What follows belongs to an exercise in optimizing a design on an open flow for small area and a short achievable clock period; a production flow would make more cautious choices. Only simulation tests tie the RTL to the original design; equivalence was not proved. Power and IR drop assume default switching activity.

## run.sh

```bash
#!/bin/bash
# synth_recipe.tcl (not shown) runs the flow's synth.tcl, then flattens the netlist and writes it again
# the make line also repeats each setting of config.mk as NAME=value (left out here)
make -C /OpenROAD-flow-scripts/flow DESIGN_CONFIG=/design/flow/config.mk WORK_HOME=/design/flow/orfs CLKGATE_MAP_FILE= SYNTH_SCRIPT=/design/flow/synth_recipe.tcl finish
```

## config.mk

```make
export PLATFORM = sky130hd
export DESIGN_NAME = midi_framer
export DESIGN_NICKNAME = midi_framer
export VERILOG_FILES = /design/flow/design.v
export SDC_FILE = /design/flow/constraint.sdc
export NUM_CORES = 4
export LEC_CHECK = 0
export CAP_MARGIN = 20
export CORE_MARGIN = 2
export CORE_UTILIZATION = 40
export PLACE_DENSITY = 0.6
export SLEW_MARGIN = 20
```

## design.v

```verilog
module midi_ring #(
    parameter ADDR_W = 6
) (
    input  wire       clk,
    input  wire       rst,
    input  wire       push,
    input  wire [7:0] push_byte,
    input  wire       pop,           
    output wire       empty,
    output wire [7:0] pop_byte,      
    input  wire       take_ovf,      
    output wire       ovf
);
    localparam N = 1 << ADDR_W;
    reg [7:0]        buf_mem [0:N-1];
    reg [ADDR_W-1:0] head;
    reg [ADDR_W-1:0] tail;
    reg              ovf_r;
    wire [ADDR_W-1:0] tail_after_pop = pop ? tail + 1'b1 : tail;
    wire [ADDR_W-1:0] head_inc       = head + 1'b1;
    wire              full           = (head_inc == tail_after_pop);
    assign empty    = (head == tail);
    assign pop_byte = buf_mem[tail];
    assign ovf      = ovf_r;
    always @(posedge clk) begin
        if (rst) begin
            head  <= {ADDR_W{1'b0}};
            tail  <= {ADDR_W{1'b0}};
            ovf_r <= 1'b0;
        end else begin
            tail <= tail_after_pop;
            if (take_ovf)
                ovf_r <= 1'b0;
            if (push) begin
                if (full) begin
                    tail  <= {ADDR_W{1'b0}};
                    head  <= {{(ADDR_W-1){1'b0}}, 1'b1};
                    ovf_r <= 1'b1;
                end else begin
                    head <= head_inc;
                end
            end
        end
    end
    always @(posedge clk) begin
        if (!rst && push) begin
            if (full)
                buf_mem[0] <= push_byte;
            else
                buf_mem[head] <= push_byte;
        end
    end
endmodule
module midi_parser (
    input  wire       clk,
    input  wire       rst,
    input  wire       feed,
    input  wire [7:0] feed_byte,
    input  wire       force_desync,
    output reg        emit,
    output reg  [7:0] emit_status,
    output reg  [7:0] emit_d1,
    output reg  [7:0] emit_d2,
    output reg  [1:0] emit_len
);
    reg [7:0] running_status;
    reg [7:0] current_status;
    reg [1:0] bytes_needed;
    reg       bytes_have;
    reg [7:0] pending_d1;
    reg       desynced;
    reg [7:0] rs_n, cs_n, pd1_n;
    reg [1:0] need_n;
    reg       have_n, desync_n;
    reg [7:0] cs_eff;
    wire [1:0] need_of_byte = (feed_byte[7:4] == 4'hC || feed_byte[7:4] == 4'hD) ? 2'd1 : 2'd2;
    always @(*) begin
        rs_n        = running_status;
        cs_n        = current_status;
        need_n      = bytes_needed;
        have_n      = bytes_have;
        pd1_n       = pending_d1;
        desync_n    = desynced;
        emit        = 1'b0;
        emit_status = 8'h00;
        emit_d1     = 8'h00;
        emit_d2     = 8'h00;
        emit_len    = 2'd0;
        cs_eff      = current_status;
        if (feed) begin
            if (feed_byte >= 8'hF8) begin
                emit        = 1'b1;
                emit_status = feed_byte;
                emit_len    = 2'd1;
            end else if (desynced && !feed_byte[7]) begin
            end else if (feed_byte[7]) begin
                desync_n = 1'b0;
                if (feed_byte >= 8'hF0) begin
                    rs_n   = 8'h00;
                    cs_n   = 8'h00;
                    need_n = 2'd0;
                    have_n = 1'b0;
                end else begin
                    rs_n   = feed_byte;
                    cs_n   = feed_byte;
                    need_n = need_of_byte;
                    have_n = 1'b0;
                end
            end else begin
                if (current_status == 8'h00 && running_status != 8'h00) begin
                    cs_eff = running_status;
                    cs_n   = running_status;
                end
                if (cs_eff != 8'h00) begin
                    if (bytes_needed == 2'd1) begin
                        emit        = 1'b1;
                        emit_status = cs_eff;
                        emit_d1     = feed_byte;
                        emit_len    = 2'd2;
                        cs_n        = 8'h00;
                    end else if (bytes_needed == 2'd2) begin
                        if (!bytes_have) begin
                            pd1_n  = feed_byte;
                            have_n = 1'b1;
                        end else begin
                            emit        = 1'b1;
                            emit_status = cs_eff;
                            emit_d1     = pending_d1;
                            emit_d2     = feed_byte;
                            emit_len    = 2'd3;
                            cs_n        = 8'h00;
                            have_n      = 1'b0;
                        end
                    end
                end
            end
        end
        if (force_desync) begin
            rs_n     = 8'h00;
            cs_n     = 8'h00;
            need_n   = 2'd0;
            have_n   = 1'b0;
            pd1_n    = 8'h00;
            desync_n = 1'b1;
        end
    end
    always @(posedge clk) begin
        if (rst) begin
            running_status <= 8'h00;
            current_status <= 8'h00;
            bytes_needed   <= 2'd0;
            bytes_have     <= 1'b0;
            pending_d1     <= 8'h00;
            desynced       <= 1'b0;
        end else begin
            running_status <= rs_n;
            current_status <= cs_n;
            bytes_needed   <= need_n;
            bytes_have     <= have_n;
            pending_d1     <= pd1_n;
            desynced       <= desync_n;
        end
    end
endmodule
module midi_framer (
    input  wire       clk,
    input  wire       rst,           
    input  wire       in_valid,
    input  wire [7:0] in_byte,
    input  wire       step_en,       
    input  wire       desync_req,    
    output reg        msg_valid,
    output reg  [7:0] msg_status,
    output reg  [7:0] msg_d1,
    output reg  [7:0] msg_d2,
    output reg  [1:0] msg_len
);
    localparam PH_POLL  = 1'b0;
    localparam PH_CHECK = 1'b1;
    reg        phase;
    wire       empty;
    wire [7:0] pop_byte;
    wire       ovf;
    wire do_pop   = step_en && (phase == PH_POLL) && !empty;
    wire do_check = step_en && (phase == PH_CHECK);
    wire       emit;
    wire [7:0] emit_status, emit_d1, emit_d2;
    wire [1:0] emit_len;
    midi_ring #(.ADDR_W(6)) u_ring (
        .clk      (clk),
        .rst      (rst),
        .push     (in_valid),
        .push_byte(in_byte),
        .pop      (do_pop),
        .empty    (empty),
        .pop_byte (pop_byte),
        .take_ovf (do_check),
        .ovf      (ovf)
    );
    midi_parser u_parser (
        .clk         (clk),
        .rst         (rst),
        .feed        (do_pop),
        .feed_byte   (pop_byte),
        .force_desync((do_check && ovf) || desync_req),
        .emit        (emit),
        .emit_status (emit_status),
        .emit_d1     (emit_d1),
        .emit_d2     (emit_d2),
        .emit_len    (emit_len)
    );
    always @(posedge clk) begin
        if (rst) begin
            phase <= PH_POLL;
        end else if (step_en) begin
            if (phase == PH_POLL) begin
                if (empty)
                    phase <= PH_CHECK;
            end else begin
                phase <= PH_POLL;
            end
        end
    end
    always @(posedge clk) begin
        if (rst) begin
            msg_valid  <= 1'b0;
            msg_status <= 8'h00;
            msg_d1     <= 8'h00;
            msg_d2     <= 8'h00;
            msg_len    <= 2'd0;
        end else begin
            msg_valid <= emit;
            if (emit) begin
                msg_status <= emit_status;
                msg_d1     <= emit_d1;
                msg_d2     <= emit_d2;
                msg_len    <= emit_len;
            end
        end
    end
endmodule
```

## constraint.sdc

```tcl
create_clock -name core_clock -period 7.0 [get_ports {clk}]
set_input_delay 1.4000 -clock core_clock [delete_from_list [all_inputs] [get_ports {clk}]]
set_output_delay 1.4000 -clock core_clock [all_outputs]
set_load 0.01 [all_outputs]
```

==> results.yml, run 1 <==
route:
  antenna_left: 0
  drt_iter0_markers: 1215
  first_pass_iters: 5
  routed_vias: 12100
  vias_per_cell: 5.64
  drt-total-wl_um: 53700
  avgRoutedWirePerCell_um: 25.1
  detail_route.drc_violations: 0
clocking:
  clockBufferDepth: 3
  number_of_hold_buffers_added_after_cts: 0
  worst_skew_pair.late_latency_ns: 0.63
  cts_root_buf: "clkbuf_16"
  numCtsBuffers: 58
  clock_tree.htree_level_count: 2
  post_cts.repair.setup_buffers: 0
  cts.sink_count: 578
  cts_repair_resize_count: 0
  clk_pin_slew_ns: 0.06
  tritoncts: "yes"
logic_synthesis:
  synth_largest_type_area_fraction: 0.658
  ys_ff_latch: 578
  ys.flop_type: "edfxtp_1"
  synth_async_sr_flop_share: 0
  ys_warn_count: 3
  synth_edf_count: 512
  synth_seq_area_share: 0.714
  synth_cells: 1281
  ys_top_cells_by_area: "edfxtp_1 (66%), mux4_2 (8.2%), dfxtp_1 (5.7%), mux4_1 (4.2%), mux2i_1 (2.4%)"
  post_synth_num_cell_types: 82
  synthesis.area_per_instance_um2: 18.2
  yosys.area.top_type: "edfxtp_1"
  syn-cell-area_mm2: 0.0234
die:
  starting_density: 0.405
  design.core.area_mm2: 0.0577
  fp.dieArea_mm2: 0.0604
  die_h_um: 246
  row_count: 88
  io-pin-count: 40
  die_width_um: 246
power:
  power.static_leakage_nw: 7.93
  power_frac_comb: 0.103
  worst_ir_drop_vdd_uv: 246
  post-layout-total-power_w: 0.00751
  part_of_the_power_in_the_clock_network: 0.387
  switching_share: 0.237
  power_report.internal_total_w: 0.00574
  total_power_per_unit_cell_area_mw_per_mm2: 287
  pwr-share-seq: 0.510
  switching_power_w: 0.00178
timing:
  smallest_setup_slack_after_layout_ns: 2.20
  timing_worst_slew_pin_value_ns: 1.07
  fin_tns_setup_ns: 0
  worst_clock_skew_ns: 0.0176
  fmax_ghz: 0.208
  relSlewSlack: 0.285
  fin_hold_ws_ns: 0.454
  unrepaired_setup_endpoints_after_global_routing: "no"
  slew_violations: 0
  fin_crit_share: 0.686
  final-setup-viol-count: 0
  layout_min_cycle_time_ns: 4.80
  finalHoldViolations: 0
global_route:
  first_pass_grt_wire_length_um: 80200
  grt_start_max_net_pins: 65
  initial_antenna_violation_count: 0
  gr-total-overflow: 0
  number_of_global_route_vias_before_repair: 12100
  groute.usage.overall: 0.180
critical_path:
  worstPathMaxFanout: 44
  worst_path_largest_cell_delay_ns: 0.75
  path_buf_inv: 1
  crit_path_cell_trace: "buf_4 > nand3_1 > o221ai_1 > a21oi_1 > a32oi_1 > and4_1 > and4_1 > a211oi_2 > a22o_1"
  criticalPathCategory: "register to register"
  arrival_ns: 5.30
  critPathRequiredTime_ns: 7.50
  critical-path-slowest-cell: "nand3_1"
  path_common_cell: "and4_1"
  critPathTopFamily: "simple AND/OR/NAND/NOR gates"
  start_kind: "register"
  end_kind: "register"
placement:
  io_buffer_count: 37
  half_perimeter_wire_length_after_placement_um: 33600
  place.gp.congestion: 0.849
  place_ws_ns: 1.64
final_layout:
  antennaDiodeCount: 0
  syn_to_layout_area_delta_pct: 11.9
  final_nets: 1346
  drive_above_1_share: 0.170
outcome:
  run_status: "no timing/DRC/antenna violations"
flow_run:
  timing.max_cap.violations: 0
min_path:
  hold_path_class: "register to register"
-- stage by stage --
stage,cell area [um2],instances,utilization
2_1_floorplan,23400,1282,-
3_3_place_gp,24400,2036,0.422
3_5_place_dp,24400,2036,0.422
4_1_cts,26100,2143,0.453
5_1_grt,26200,2143,0.453
6_report,26200,2143,0.453
-- cells by family after synthesis --
group / synth area share
xor gates and xnor gates: 0.00990
muxes: 0.149
buffers and inverters: 0.0264
adders and majority gates: 0.00107
other: 0.000160
and+or+nand+nor: 0.0517
DFF: 0.714
AOI/OAI and AO/OA: 0.0476
-- flip-flops by register name (all words and copies together) (netlist names) --
signal,flops
msg_d1,7
msg_d2,7
msg_len,2
msg_status,8
msg_valid,1
phase,1
u_parser.bytes_have,1
u_parser.bytes_needed,2
u_parser.current_status,8
u_parser.desynced,1
u_parser.pending_d1,7
u_parser.running_status,8
u_ring.buf_mem,512
u_ring.head,6
u_ring.ovf_r,1
u_ring.tail,6
-- per-layer routing --
metal / vias to the layer above / global-route usage / part of all wire
met5: - / 0 / 0
met4: 0 / 0.0572 / 0.025
met3: 81 / 0.0309 / 0.066
met2: 443 / 0.282 / 0.47
met1: 6260 / 0.258 / 0.44
li1: 5307 / - / -
-- final timing paths --
kind	cells after the start	from	slack, ns	to
setup reg to reg	9	u_ring.tail[1]	2.20	msg_d2[1]
hold reg to reg	2	u_ring.ovf_r	0.45	u_ring.ovf_r
setup / recovery	9	u_ring.tail[1]	2.20	msg_d2[1]
hold / removal	2	u_ring.ovf_r	0.45	u_ring.ovf_r
-- worst min-delay path, stage by stage (launching register included) --
cell	delay, ns
dfxtp_1	0.31
nand2_1	0.05
a21oi_1	0.05
-- power groups by stage --
stage	Sequential (W)	Combinational, W	Clock [W]
floorplan	0.00385	0.000614	0
CTS	0.00383	0.000775	0.00297
detailed placement	0.00391	0.000774	0
finish	0.00383	0.000774	0.00291
global placement	0.00390	0.000769	0
global route	0.00384	0.000822	0.00310
-- cell usage in the layout (no fill, tap or decap), types with 4 or more instances in the layout --
master           count
edfxtp_1           512
nor2_1              95
mux4_2              85
dfxtp_1             62
clkbuf_16           58
nand2_1             56
mux2i_1             55
mux4_1              37
a21oi_1             31
clkdlybuf4s50_1     29
buf_4               27
nand3_1             22
clkinv_1            20
o221ai_1            17
o21ai_0             16
xnor2_1             15
inv_1               14
nor2b_1             13
nor3_1              12
nand2b_1            11
clkinv_2            11
clkbuf_1            10
o2bb2ai_1            9
a31oi_1              8
o21a_1               8
a32oi_1              8
buf_2                8
nand4_1              7
xor2_1               7
a22o_1               7
or3_1                6
o211ai_1             6
a211oi_1             5
and2_1               4
nor3_2               4
mux2_2               4
-- layout make-up --
type,instances,area [um2]
Fill cell,4990,31500
Sequential cell,578,16700
Multi-Input combinational cell,612,6110
Clock buffer,68,1490
Tap cell,765,957
Timing Repair Buffer,65,553
Clock inverter,39,277
Inverter,16,60.1
-- synthesized netlist by cell type (all sizes together) (4+ instances only) --
| cell type | n |
|---|---|
| nor2 | 95 |
| a31oi | 8 |
| nor4 | 7 |
| and2 | 5 |
| nand2 | 56 |
| o21ai | 19 |
| inv | 14 |
| a21oi | 31 |
| nand4 | 8 |
| a22o | 7 |
| o2bb2ai | 9 |
| mux2i | 55 |
| clkbuf | 26 |
| a211oi | 6 |
| o221ai | 17 |
| dfxtp | 66 |
| mux2 | 4 |
| a32oi | 8 |
| nor3 | 16 |
| o211ai | 6 |
| o21a | 8 |
| buf | 46 |
| nor2b | 14 |
| mux4 | 122 |
| xor2 | 7 |
| nand2b | 11 |
| edfxtp | 512 |
| xnor2 | 16 |
| or3 | 6 |
| nand3 | 22 |
==> run 2: changes to the inputs <==
==> design.v (replaced) <==
module midi_ring (
    input  wire       clk,
    input  wire       rst,
    input  wire       push,
    input  wire [7:0] push_byte,
    input  wire       step_en,
    output wire [7:0] front,        
    output wire       do_pop,       
    output wire       do_check,     
    output wire       ovf
);
    reg [7:0] mem [0:63];
    reg [5:0] head;
    reg [5:0] tail;
    reg       ovf_r;
    reg       phase;                
    reg [7:0] front_r;
    function [5:0] nxt;
        input [5:0] x;
        nxt = {x[4:0], x[5] ^ x[4] ^ ~|x[4:0]};
    endfunction
    wire [5:0] head_n = nxt(head);
    wire [5:0] tail_n = nxt(tail);
    wire       empty  = (head == tail);
    wire       full   = (head_n == tail);
    wire       one    = (tail_n == head);
    assign do_pop   = step_en & ~phase & ~empty;
    assign do_check = step_en & phase;
    assign ovf      = ovf_r;
    assign front    = front_r;
    wire ovfl = push & full & ~do_pop;
    wire [7:0] rd_lo = mem[{tail[4:0], 1'b0}];
    wire [7:0] rd_hi = mem[{tail[4:0], 1'b1}];
    wire [7:0] rd    = tail_n[0] ? rd_hi : rd_lo;
    wire take_in = do_pop ? one : (empty | (push & full));
    always @(posedge clk) begin
        mem[head] <= push_byte;
        front_r   <= take_in ? push_byte : (do_pop ? rd : front_r);
    end
    always @(posedge clk) begin
        if (rst) begin
            head  <= 6'd0;
            tail  <= 6'd0;
            ovf_r <= 1'b0;
            phase <= 1'b0;
        end else begin
            if (push)
                head <= head_n;
            if (ovfl)
                tail <= head;
            else if (do_pop)
                tail <= tail_n;
            if (ovfl)
                ovf_r <= 1'b1;
            else if (do_check)
                ovf_r <= 1'b0;
            if (step_en)
                phase <= ~phase & empty;
        end
    end
endmodule
module midi_parser (
    input  wire       clk,
    input  wire       rst,
    input  wire       feed,
    input  wire [7:0] feed_byte,
    input  wire       force_desync,
    output reg        msg_valid,
    output wire [7:0] msg_status,
    output wire [7:0] msg_d1,
    output wire [7:0] msg_d2,
    output wire [1:0] msg_len
);
    reg [6:0] rs;
    reg       rs_v;
    reg       have;
    reg [7:0] pd1;
    reg [7:0] last;
    reg [1:0] len;
    wire [7:0] b    = feed_byte;
    wire       rt   = &b[7:3];
    wire       stat = b[7] & ~rt;              
    wire       chan = b[7] & ~(&b[6:4]);       
    wire       need1 = rs[6] & ~rs[5];         
    wire       acc  = ~b[7] & rs_v;            
    wire       emit = rt | (acc & (need1 | have));
    always @(posedge clk) begin
        last <= b;
        len  <= {~rt, b[7] | ~need1};
        if (feed & chan)
            rs <= b[6:0];
        if (feed & acc & ~need1 & ~have)
            pd1 <= b;
    end
    always @(posedge clk) begin
        if (rst) begin
            msg_valid <= 1'b0;
            rs_v      <= 1'b0;
            have      <= 1'b0;
        end else begin
            msg_valid <= feed & emit;
            if (force_desync) begin
                rs_v <= 1'b0;
                have <= 1'b0;
            end else if (feed) begin
                if (stat) begin
                    rs_v <= chan;
                    have <= 1'b0;
                end else if (acc & ~need1) begin
                    have <= ~have;
                end
            end
        end
    end
    assign msg_len       = len;
    assign msg_status[7] = 1'b1;
    assign msg_status[6:3] = len[1] ? rs[6:3] : 4'hF;
    assign msg_status[2:0] = len[1] ? rs[2:0] : last[2:0];
    assign msg_d1        = len[1] ? (len[0] ? pd1 : last) : 8'h00;
    assign msg_d2        = (len == 2'd3) ? last : 8'h00;
endmodule
module midi_framer (
    input  wire       clk,
    input  wire       rst,           
    input  wire       in_valid,
    input  wire [7:0] in_byte,
    input  wire       step_en,       
    input  wire       desync_req,    
    output wire       msg_valid,
    output wire [7:0] msg_status,
    output wire [7:0] msg_d1,
    output wire [7:0] msg_d2,
    output wire [1:0] msg_len
);
    wire [7:0] front;
    wire       do_pop, do_check, ovf;
    midi_ring u_ring (
        .clk      (clk),
        .rst      (rst),
        .push     (in_valid),
        .push_byte(in_byte),
        .step_en  (step_en),
        .front    (front),
        .do_pop   (do_pop),
        .do_check (do_check),
        .ovf      (ovf)
    );
    midi_parser u_parser (
        .clk         (clk),
        .rst         (rst),
        .feed        (do_pop),
        .feed_byte   (front),
        .force_desync((do_check & ovf) | desync_req),
        .msg_valid   (msg_valid),
        .msg_status  (msg_status),
        .msg_d1      (msg_d1),
        .msg_d2      (msg_d2),
        .msg_len     (msg_len)
    );
endmodule
--- a/config.mk
+++ b/config.mk
@@ -7,6 +7,8 @@
 export LEC_CHECK = 0
 export CAP_MARGIN = 20
 export CORE_MARGIN = 2
-export CORE_UTILIZATION = 40
-export PLACE_DENSITY = 0.6
+export CORE_UTILIZATION = 60
+export CTS_BUF_LIST = sky130_fd_sc_hd__clkbuf_4
+export PLACE_DENSITY = 0.75
+export SETUP_SLACK_MARGIN = 4.0
 export SLEW_MARGIN = 20
==> run 2 against run 1 <==
  * Total power rose by 25%
  * Flip-flop and latch count is 11 lower
  * Count of clock-buffer cells in the layout increased by 130
  * Area after synthesis is 3.4% lower
  * Via count is 2.2% lower
  * Routed wire length down 9.5%
  * Worst setup slack improved by 1.6 ns
  * Synthesized cell count down 8.7%
  * First-iteration DRC count down 0.33%
  * Global-route usage up 7.6 points
  * Sequential power up 6.0%
  * Critical endpoint is now msg_d1[3]
  * Highest routed layer unchanged
==> results.yml, run 2 <==
critical_path:
  critPathRequiredTime_ns: 5.60
  worst_path_largest_cell_delay_ns: 0.38
  critical-path-slowest-cell: "dfxtp_4"
  arrival_ns: 1.83
  worstPathMaxFanout: 4
  crit_path_cell_trace: "buf_12 > buf_16 > mux2i_1 > nor2b_1 > buf_2"
  end_kind: "output pin"
  start_kind: "register"
  criticalPathCategory: "register to output pin"
  path_buf_inv: 3
  critPathTopFamily: "flip-flops"
final_layout:
  final_design_area_no_fill_mm2: 0.0255
  layout_commonest_cell: "edfxtp_1"
  largest_register_ff_count: 512
  most-common-layout-cells: "edfxtp_1 (535), clkbuf_4 (198), mux4_2 (106), nor2_1 (91), mux2i_1 (70)"
  final_nets: 1324
  drive_above_1_share: 0.305
  regMostFlops: "u_ring.mem"
  multiInputGateArea_mm2: 0.00549
  n_fill_cell: 2366
  final_cells: 1917
  syn_to_layout_area_delta_pct: 12.8
  area.sequential_mm2: 0.0167
clocking:
  tritoncts: "yes"
  worst_skew_pair.late_latency_ns: 0.81
  cts.sink_count: 567
  clockBufferDepth: 3
  cts_root_buf: "clkbuf_4"
  clock_tree.htree_level_count: 4
  clk_pin_slew_ns: 0.07
  numCtsBuffers: 138
route:
  vias_per_cell: 6.17
  drt_iter0_markers: 1211
  routed_vias: 11800
  antenna_left: 0
  detail_route.drc_violations: 0
  first_pass_iters: 5
  avgRoutedWirePerCell_um: 25.4
  drt-total-wl_um: 48600
timing:
  timing_worst_slew_pin_value_ns: 1.03
  fin_crit_share: 0.461
  fin_tns_setup_ns: 0
  fin_hold_ws_ns: 0.432
  slew_violations: 0
  worst_clock_skew_ns: 0.0656
  layout_min_cycle_time_ns: 3.23
  final-setup-viol-count: 0
  unrepaired_setup_endpoints_after_global_routing: "yes"
  smallest_setup_slack_after_layout_ns: 3.77
  fmax_ghz: 0.310
  finalHoldViolations: 0
  relSlewSlack: 0.309
power:
  total_power_per_unit_cell_area_mw_per_mm2: 369
  power.static_leakage_nw: 8.38
  worst_ir_drop_vdd_uv: 255
global_route:
  grt_start_max_net_pins: 66
  initial_antenna_violation_count: 2
  number_of_global_route_vias_before_repair: 11900
  groute.usage.overall: 0.256
  gr-total-overflow: 0
  first_pass_grt_wire_length_um: 72500
logic_synthesis:
  post_synth_most_frequent_cells: "edfxtp_1 (535), mux4_2 (106), nor2_1 (91), mux2i_1 (70), clkbuf_1 (40)"
  synthesis.area_per_instance_um2: 19.3
  synth_async_sr_flop_share: 0
  synth_largest_type_area_fraction: 0.711
  syn-cell-area_mm2: 0.0226
  ys.flop_type: "edfxtp_1"
  synth_edf_count: 535
  synth_cells: 1169
  ys_ff_latch: 567
  post_synth_num_cell_types: 55
  ys_top_cells_by_area: "edfxtp_1 (71%), mux4_2 (11%), mux2i_1 (3.1%), dfxtp_1 (2.8%), nor2_1 (1.5%)"
  synth_seq_area_share: 0.740
  ys_warn_count: 2
  post-synth-top-count-cell: "edfxtp_1"
  yosys.area.top_type: "edfxtp_1"
placement:
  io_buffer_count: 38
  detailed_place.area_mm2: 0.0233
  place.gp.congestion: 0.827
  placed_cells_incl_taps: 1652
  half_perimeter_wire_length_after_placement_um: 27100
  place_ws_ns: 3.09
min_path:
  hold_path_class: "register to register"
die:
  fp.dieArea_mm2: 0.0392
  io-pin-count: 40
  starting_density: 0.604
  die_width_um: 198
  row_count: 71
  design.core.area_mm2: 0.0374
  die_h_um: 198
outcome:
  run_status: "no timing/DRC/antenna violations"
flow_run:
  timing.max_cap.violations: 0
==> run 2: cell count changes in the layout (fill, tap and decap cells not counted), moves of 11 or more <==
cell             before  now
dfxtp_1              62   26
clkdlybuf4s50_1      29    4
a22oi_1               3   17
nand2_1              56   18
mux2i_1              55   70
xnor2_1              15    4
clkbuf_4              0  198
mux4_1               37    9
a21oi_1              31    6
edfxtp_1            512  535
clkbuf_16            58    0
mux2_4                0   11
o221ai_1             17    3
mux4_2               85  106
==> run 2: final timing paths <==
| check | start | endpoint | slack [ns] | cells past startpoint |
|---|---|---|---|---|
| max | u_parser.len[0] | msg_d1[3] | 3.77 | 5 |
| min | u_ring.front_r[1] | u_parser.last[1] | 0.43 | 0 |
| max reg2reg | register | u_ring.front_r[4] | 4.07 | 6 |
| min reg2reg | u_ring.front_r[1] | u_parser.last[1] | 0.43 | 0 |
==> run 2: cell families (layout without fill, tap and decap cells) <==
family / after synthesis / in the layout / share of synthesized area
xor+xnor: 19 / 19 / 0.00798
mux: 202 / 202 / 0.157
compound gates: 89 / 89 / 0.0289
flops: 567 / 567 / 0.740
other cells: 1 / 2 / 0.000166
simple gates: 201 / 201 / 0.0443
fa+ha+maj: 4 / 4 / 0.00222
buf+inv: 86 / 322 / 0.0199
==> run 2: routing by layer <==
| layer | global-route usage | part of all wire |
|---|---|---|
| met3 | 0.0635 | 0.083 |
| met4 | 0.0888 | 0.024 |
| met5 | 0 | 0 |
| met2 | 0.397 | 0.48 |
| met1 | 0.362 | 0.41 |
==> run 2: repair_timing <==
item                       in CTS  in global routing
gates resized for setup       109                 28
hold buffers                    0                  0
pin swaps                       1                  1
setup buffers                  18                  6
cloned                          2                  0
setup endpoints to repair      34                 34
==> run 2: power by group <==
group          total (W)  switching (W)  internal [W]
Sequential       0.00406       0.000178       0.00388
Combinational    0.00260        0.00135       0.00125
Clock            0.00274        0.00125       0.00149
==> run 2: area by class of cell <==
class | instances | area share
flip-flops and latches | 567 | 0.657
multi-input cells | 516 | 0.216
well taps | 511 | 0.0251
clock buffers | 198 | 0.0584
diodes | 1 | 0.0000983
repair buffers | 76 | 0.0309
clock inverters | 40 | 0.0120
inverters | 8 | 0.00118
==> run 2: per-stage QoR <==
stage	total power (W)	util
after floorplan	0.00582	-
after global placement	0.00645	0.622
after detailed placement	0.00649	0.622
after CTS	0.00937	0.678
after global routing	0.00979	0.681
final	0.00940	0.681
==> run 3: changes to the inputs <==
--- a/config.mk
+++ b/config.mk
@@ -8,7 +8,7 @@
 export CAP_MARGIN = 20
 export CORE_MARGIN = 2
 export CORE_UTILIZATION = 60
-export CTS_BUF_LIST = sky130_fd_sc_hd__clkbuf_4
+export CTS_BUF_LIST = sky130_fd_sc_hd__clkbuf_2 sky130_fd_sc_hd__clkbuf_4 sky130_fd_sc_hd__clkbuf_8
 export PLACE_DENSITY = 0.75
-export SETUP_SLACK_MARGIN = 4.0
+export SETUP_SLACK_MARGIN = 4.5
 export SLEW_MARGIN = 20
==> run 3 against run 2 <==
  * Critical path type unchanged
  * Still clean on timing, DRC and antenna
  * Area after synthesis did not move
  * Non-clock buffer count rose by 25
  * Sequential power barely moved
  * Die area did not move
  * Clock skew fell by 0.030 ns
==> results.yml, run 3 <==
logic_synthesis:
  yosys.area.top_type: "edfxtp_1"
  synthesis.area_per_instance_um2: 19.3
  synth_async_sr_flop_share: 0
  synth_largest_type_area_fraction: 0.711
  post_synth_most_frequent_cells: "edfxtp_1 (535), mux4_2 (106), nor2_1 (91), mux2i_1 (70), clkbuf_1 (40)"
  post_synth_num_cell_types: 55
  ys_ff_latch: 567
  synth_cells: 1169
  syn-cell-area_mm2: 0.0226
  ys.flop_type: "edfxtp_1"
  ys_top_cells_by_area: "edfxtp_1 (71%), mux4_2 (11%), mux2i_1 (3.1%), dfxtp_1 (2.8%), nor2_1 (1.5%)"
  post-synth-top-count-cell: "edfxtp_1"
  synth_seq_area_share: 0.740
  ys_warn_count: 2
  synth_edf_count: 535
timing:
  layout_min_cycle_time_ns: 2.92
  fin_crit_share: 0.417
  unrepaired_setup_endpoints_after_global_routing: "yes"
  finalHoldViolations: 0
  timing_worst_slew_pin_value_ns: 1.07
  slew_violations: 0
  relSlewSlack: 0.285
  fin_tns_setup_ns: 0
  worst_clock_skew_ns: 0.0359
  final-setup-viol-count: 0
  smallest_setup_slack_after_layout_ns: 4.08
  fmax_ghz: 0.342
  fin_hold_ws_ns: 0.460
final_layout:
  largest_register_ff_count: 512
  final_design_area_no_fill_mm2: 0.0262
  end_of_flow_core_utilization: 0.702
  final_nets: 1296
  drive_above_1_share: 0.326
  most-common-layout-cells: "edfxtp_1 (535), mux4_2 (110), clkbuf_8 (91), nor2_1 (85), mux2i_1 (61)"
  antennaDiodeCount: 0
  regMostFlops: "u_ring.mem"
  layout_commonest_cell: "edfxtp_1"
  syn_to_layout_area_delta_pct: 16.2
critical_path:
  worstPathMaxFanout: 7
  start_kind: "register"
  arrival_ns: 1.52
  critPathRequiredTime_ns: 5.60
  worstRegToRegCells: 7
  crit_path_cell_trace: "buf_12 > mux2i_1 > nor2b_1 > buf_2"
  worst_path_largest_cell_delay_ns: 0.37
  criticalPathCategory: "register to output pin"
  end_kind: "output pin"
  critical-path-slowest-cell: "dfxtp_4"
die:
  row_count: 71
  die_h_um: 198
  fp.dieArea_mm2: 0.0392
  io-pin-count: 40
  design.core.area_mm2: 0.0374
  starting_density: 0.604
  die_width_um: 198
global_route:
  grt_start_max_net_pins: 66
  gr-total-overflow: 0
  first_pass_grt_wire_length_um: 76700
  groute.usage.overall: 0.276
  initial_antenna_violation_count: 1
  number_of_global_route_vias_before_repair: 11800
route:
  first_pass_iters: 5
  avgRoutedWirePerCell_um: 28.4
  vias_per_cell: 6.43
  drt-total-wl_um: 52700
  drt_iter0_markers: 1446
  detail_route.drc_violations: 0
  routed_vias: 11900
  antenna_left: 0
min_path:
  hold_path_class: "register to register"
  whs_path_depth: 0
clocking:
  clockBufferDepth: 3
  cts_root_buf: "clkbuf_8"
  worst_skew_pair.late_latency_ns: 0.63
  clock_tree.htree_level_count: 3
  clk_pin_slew_ns: 0.06
  tritoncts: "yes"
  number_of_hold_buffers_added_after_cts: 0
  numCtsBuffers: 85
  cts.sink_count: 567
outcome:
  run_status: "no timing/DRC/antenna violations"
power:
  worst_ir_drop_vdd_uv: 176
  power.static_leakage_nw: 8.54
  total_power_per_unit_cell_area_mw_per_mm2: 382
placement:
  place.gp.congestion: 0.828
  place_ws_ns: 3.06
  io_buffer_count: 38
  half_perimeter_wire_length_after_placement_um: 26800
  detailed_place.area_mm2: 0.0233
flow_run:
  timing.max_cap.violations: 0
==> run 3: cell counts after synthesis <==
Identical to the previous run, type by type.
==> run 3: report_power, final <==
part	internal [W]	total, W	leakage (nW)	switching (W)
clock network	0.00146	0.00270	0.900	0.00123
registers	0.00388	0.00406	5.10	0.000177
logic	0.00165	0.00326	2.55	0.00161
total	0.00700	0.0100	8.54	0.00302
==> run 3: cell families (layout without fill, tap and decap cells) <==
logic type / count (synthesis) / after routing / synth area share
compound gates: 89 / 89 / 0.0289
mux: 202 / 202 / 0.157
simple gates: 201 / 201 / 0.0443
buf+inv: 86 / 264 / 0.0199
other cells: 1 / 1 / 0.000166
xor+xnor: 19 / 19 / 0.00798
flops: 567 / 567 / 0.740
fa+ha+maj: 4 / 4 / 0.00222
==> run 3: layout make-up <==
class | count | area, um2
Sequential cell | 567 | 16700
Fill cell | 2192 | 11200
Multi-Input combinational cell | 516 | 5770
Clock buffer | 126 | 1520
Timing Repair Buffer | 101 | 1360
Tap cell | 511 | 639
Clock inverter | 29 | 186
Inverter | 8 | 30.0
==> run 3: worst paths after layout <==
path                startpoint  slack, ns                end
min reg2reg  u_ring.front_r[1]       0.46   u_parser.last[1]
min          u_ring.front_r[1]       0.46   u_parser.last[1]
max reg2reg           register       4.36  u_ring.front_r[4]
max            u_parser.len[0]       4.08          msg_d1[6]
==> run 3: per-stage QoR <==
stage | instances | power, W
2_1_floorplan | 1169 | 0.00584
3_3_place_gp | 1651 | 0.00645
3_5_place_dp | 1651 | 0.00649
4_1_cts | 1852 | 0.00980
5_1_grt | 1858 | 0.0103
6_report | 1858 | 0.0100
==> run 3: critical path: cells and delay by family (launching register included) <==
kind	cells	cell delay, ns
buffers and inverters	2	0.26
DFF	1	0.37
muxes	1	0.19
and+or+nand+nor	1	0.07
==> run 3: what timing repair did <==
action,4_1_cts,5_1_grt
endpoints found under the setup margin,119,149
buffers inserted,34,6
resized for setup,200,58
pin swaps,21,21
gates cloned,12,0
==> run 3: per-layer routing <==
metal  wire length, um  global-route usage  part of all wire
met5                18                   0           0.00034
met4              1970               0.113             0.037
met1             20300               0.386              0.39
met2             25400               0.429              0.48
met3              4990              0.0589             0.095
==> run 4: changes to the inputs <==
==> config.mk (replaced) <==
export PLATFORM = sky130hd
export DESIGN_NAME = midi_framer
export DESIGN_NICKNAME = midi_framer
export VERILOG_FILES = /design/flow/design.v
export SDC_FILE = /design/flow/constraint.sdc
export NUM_CORES = 4
export LEC_CHECK = 0
export CAP_MARGIN = 20
export CORE_MARGIN = 2
export CORE_UTILIZATION = 40
export PLACE_DENSITY = 0.6
export SLEW_MARGIN = 20
==> run 4 against run 3 <==
  * Worst setup slack got worse by 0.69 ns
  * Area after synthesis unchanged
  * Utilization down 25 points
  * Global-route usage shrank 11 points
  * Fmax is 19% lower
  * Sequential power increased by 2%
  * Final cell count is 7.8% higher
  * First-iteration DRC count fell by 21%
  * Die area increased by 49%
  * Critical path type unchanged
  * Critical endpoint is now msg_status[1]
  * Highest routed layer is now met4
==> results.yml, run 4 <==
outcome:
  run_status: "no timing/DRC/antenna violations"
logic_synthesis:
  synth_seq_area_share: 0.740
  synth_cells: 1169
  post-synth-top-count-cell: "edfxtp_1"
  post_synth_most_frequent_cells: "edfxtp_1 (535), mux4_2 (106), nor2_1 (91), mux2i_1 (70), clkbuf_1 (40)"
  synth_edf_count: 535
  synth_async_sr_flop_share: 0
  synthesis.area_per_instance_um2: 19.3
  ys_ff_latch: 567
  ys.flop_type: "edfxtp_1"
  yosys.area.top_type: "edfxtp_1"
  ys_warn_count: 2
  synth_largest_type_area_fraction: 0.711
  ys_top_cells_by_area: "edfxtp_1 (71%), mux4_2 (11%), mux2i_1 (3.1%), dfxtp_1 (2.8%), nor2_1 (1.5%)"
  syn-cell-area_mm2: 0.0226
  post_synth_num_cell_types: 55
critical_path:
  criticalPathCategory: "register to output pin"
  worstPathMaxFanout: 24
  arrival_ns: 2.21
  end_kind: "output pin"
  critPathRequiredTime_ns: 5.60
  start_kind: "register"
  cp-startpoint: "u_parser.len[1]"
clocking:
  clk_pin_slew_ns: 0.06
  clock_tree.htree_level_count: 2
  cts_repair_resize_count: 0
  clockBufferDepth: 3
  numCtsBuffers: 56
  post_cts.repair.setup_buffers: 0
  cts.sink_count: 567
  cts_root_buf: "clkbuf_16"
  number_of_hold_buffers_added_after_cts: 0
  worst_skew_pair.late_latency_ns: 0.62
  tritoncts: "yes"
placement:
  half_perimeter_wire_length_after_placement_um: 28500
  io_buffer_count: 38
  place.gp.congestion: 0.817
global_route:
  first_pass_grt_wire_length_um: 73300
  initial_antenna_violation_count: 0
  grt_start_max_net_pins: 75
  number_of_global_route_vias_before_repair: 11200
  gr-total-overflow: 0
  groute.usage.overall: 0.167
timing:
  fin_crit_share: 0.516
  worst_clock_skew_ns: 0.0144
  relSlewSlack: 0.305
  final-setup-viol-count: 0
  fmax_ghz: 0.277
  fin_tns_setup_ns: 0
  fin_hold_ws_ns: 0.420
  unrepaired_setup_endpoints_after_global_routing: "no"
  slew_violations: 0
  finalHoldViolations: 0
  layout_min_cycle_time_ns: 3.61
  timing_worst_slew_pin_value_ns: 1.04
final_layout:
  layout_commonest_cell: "edfxtp_1"
  n_fill_cell: 4730
  syn_to_layout_area_delta_pct: 12.0
  antennaDiodeCount: 0
  regMostFlops: "u_ring.mem"
  drive_above_1_share: 0.185
  largest_register_ff_count: 512
  most-common-layout-cells: "edfxtp_1 (535), mux4_2 (106), nor2_1 (91), mux2i_1 (70), clkbuf_16 (56)"
  final_nets: 1220
power:
  worst_ir_drop_vdd_uv: 201
  total_power_per_unit_cell_area_mw_per_mm2: 367
  power.static_leakage_nw: 7.92
route:
  detail_route.drc_violations: 0
  first_pass_iters: 7
  antenna_left: 0
  vias_per_cell: 5.44
  routed_vias: 10900
  drt_iter0_markers: 1145
  avgRoutedWirePerCell_um: 24.4
  drt-total-wl_um: 48800
die:
  starting_density: 0.403
  row_count: 87
  die_width_um: 242
  io-pin-count: 40
  fp.dieArea_mm2: 0.0584
  die_h_um: 242
  design.core.area_mm2: 0.0561
min_path:
  hold_path_class: "register to register"
  min-delay-start: "u_ring.front_r[1]"
flow_run:
  timing.max_cap.violations: 0
==> run 4: power by group <==
part           internal [W]  switching [W]  total (W)
sequential          0.00388       0.000281    0.00416
clock               0.00158        0.00124    0.00283
combinational       0.00113        0.00118    0.00231
==> run 4: logic make-up after synthesis <==
family,count (synthesis),synth area share
and+or+nand+nor,201,0.0443
adders and majority gates,4,0.00222
DFF,567,0.740
xor gates and xnor gates,19,0.00798
other,1,0.000166
muxes,202,0.157
AOI/OAI and AO/OA,89,0.0289
buffers and inverters,86,0.0199
==> run 4: worst max-delay path, cell delays in order, from the launching register on <==
cell and delay (ns):
dfxtp_1 0.71, mux2_2 0.41, clkdlybuf4s50_1 0.48
==> run 4: routing by layer <==
layer,up-vias,track usage,share of wire
met1,5715,0.236,0.44
met2,325,0.265,0.48
met5,-,0,0
met3,78,0.0280,0.053
li1,4779,-,-
met4,0,0.0535,0.028
==> run 4: worst paths after layout <==
kind,endpoint,slack (ns),depth (start not counted)
worst max register to register,u_ring.front_r[4],3.44,8
worst min register to register,u_parser.last[1],0.42,0
worst min-delay path,u_parser.last[1],0.42,0
worst max-delay path,msg_status[1],3.39,2
==> run 4: per-stage QoR <==
step                      std cells  instance area (um2)   util  power [W]  setup slack [ns]
after floorplan                1169                22600      -    0.00582              3.75
after global placement         1901                23600  0.421    0.00654              3.12
after detailed placement       1901                23600  0.421    0.00656              3.10
after CTS                      2002                25300  0.451    0.00937              3.33
after global routing           2002                25300  0.451    0.00966              3.17
final                          2002                25300  0.451    0.00930              3.39
==> run 4: layout make-up <==
type                       count  area [um2]  area share
clock inverter                27         233     0.00920
clock buffer                  74        1470      0.0581
sequential                   567       16700       0.661
inverter                       8        30.0     0.00119
multi-input combinational    516        5430       0.215
tap                          756         946      0.0374
timing repair buffer          54         473      0.0187

re-timing with driven ports:
In the flow no input, the clock included, has a driving cell. The finished layouts below were timed again as built, in two steps. Step 1 assumes that a clkbuf_16 drives the clock port and a buf_2 every other input. Step 2 times the ports against the registers' clock, not the clock port: input delays grow and output delays shrink by t, the midpoint of the rising clock arrivals with the driver on. a / b / c = ideal ports / drivers / drivers and shift; a / b = the first two.
run	t (ns)	setup WS [ns]	slew at the worst register clock pin (ns)	worst slew at a driven data input, ns
run 1	0.675	2.201 / 2.201 / 1.647	0.06 / 0.06	0.07
run 2	0.828	3.772 / 3.721 / 3.286	0.08 / 0.08	0.05
run 3	0.666	4.080 / 4.026 / 3.883	0.07 / 0.07	0.04
run 4	0.669	3.389 / 3.330 / 3.055	0.07 / 0.07	0.04
After both steps every run listed still meets setup and hold. For run 1, which loses most, drivers alone change the setup slack by 0.000 ns; drivers and shift together by -0.554 ns.
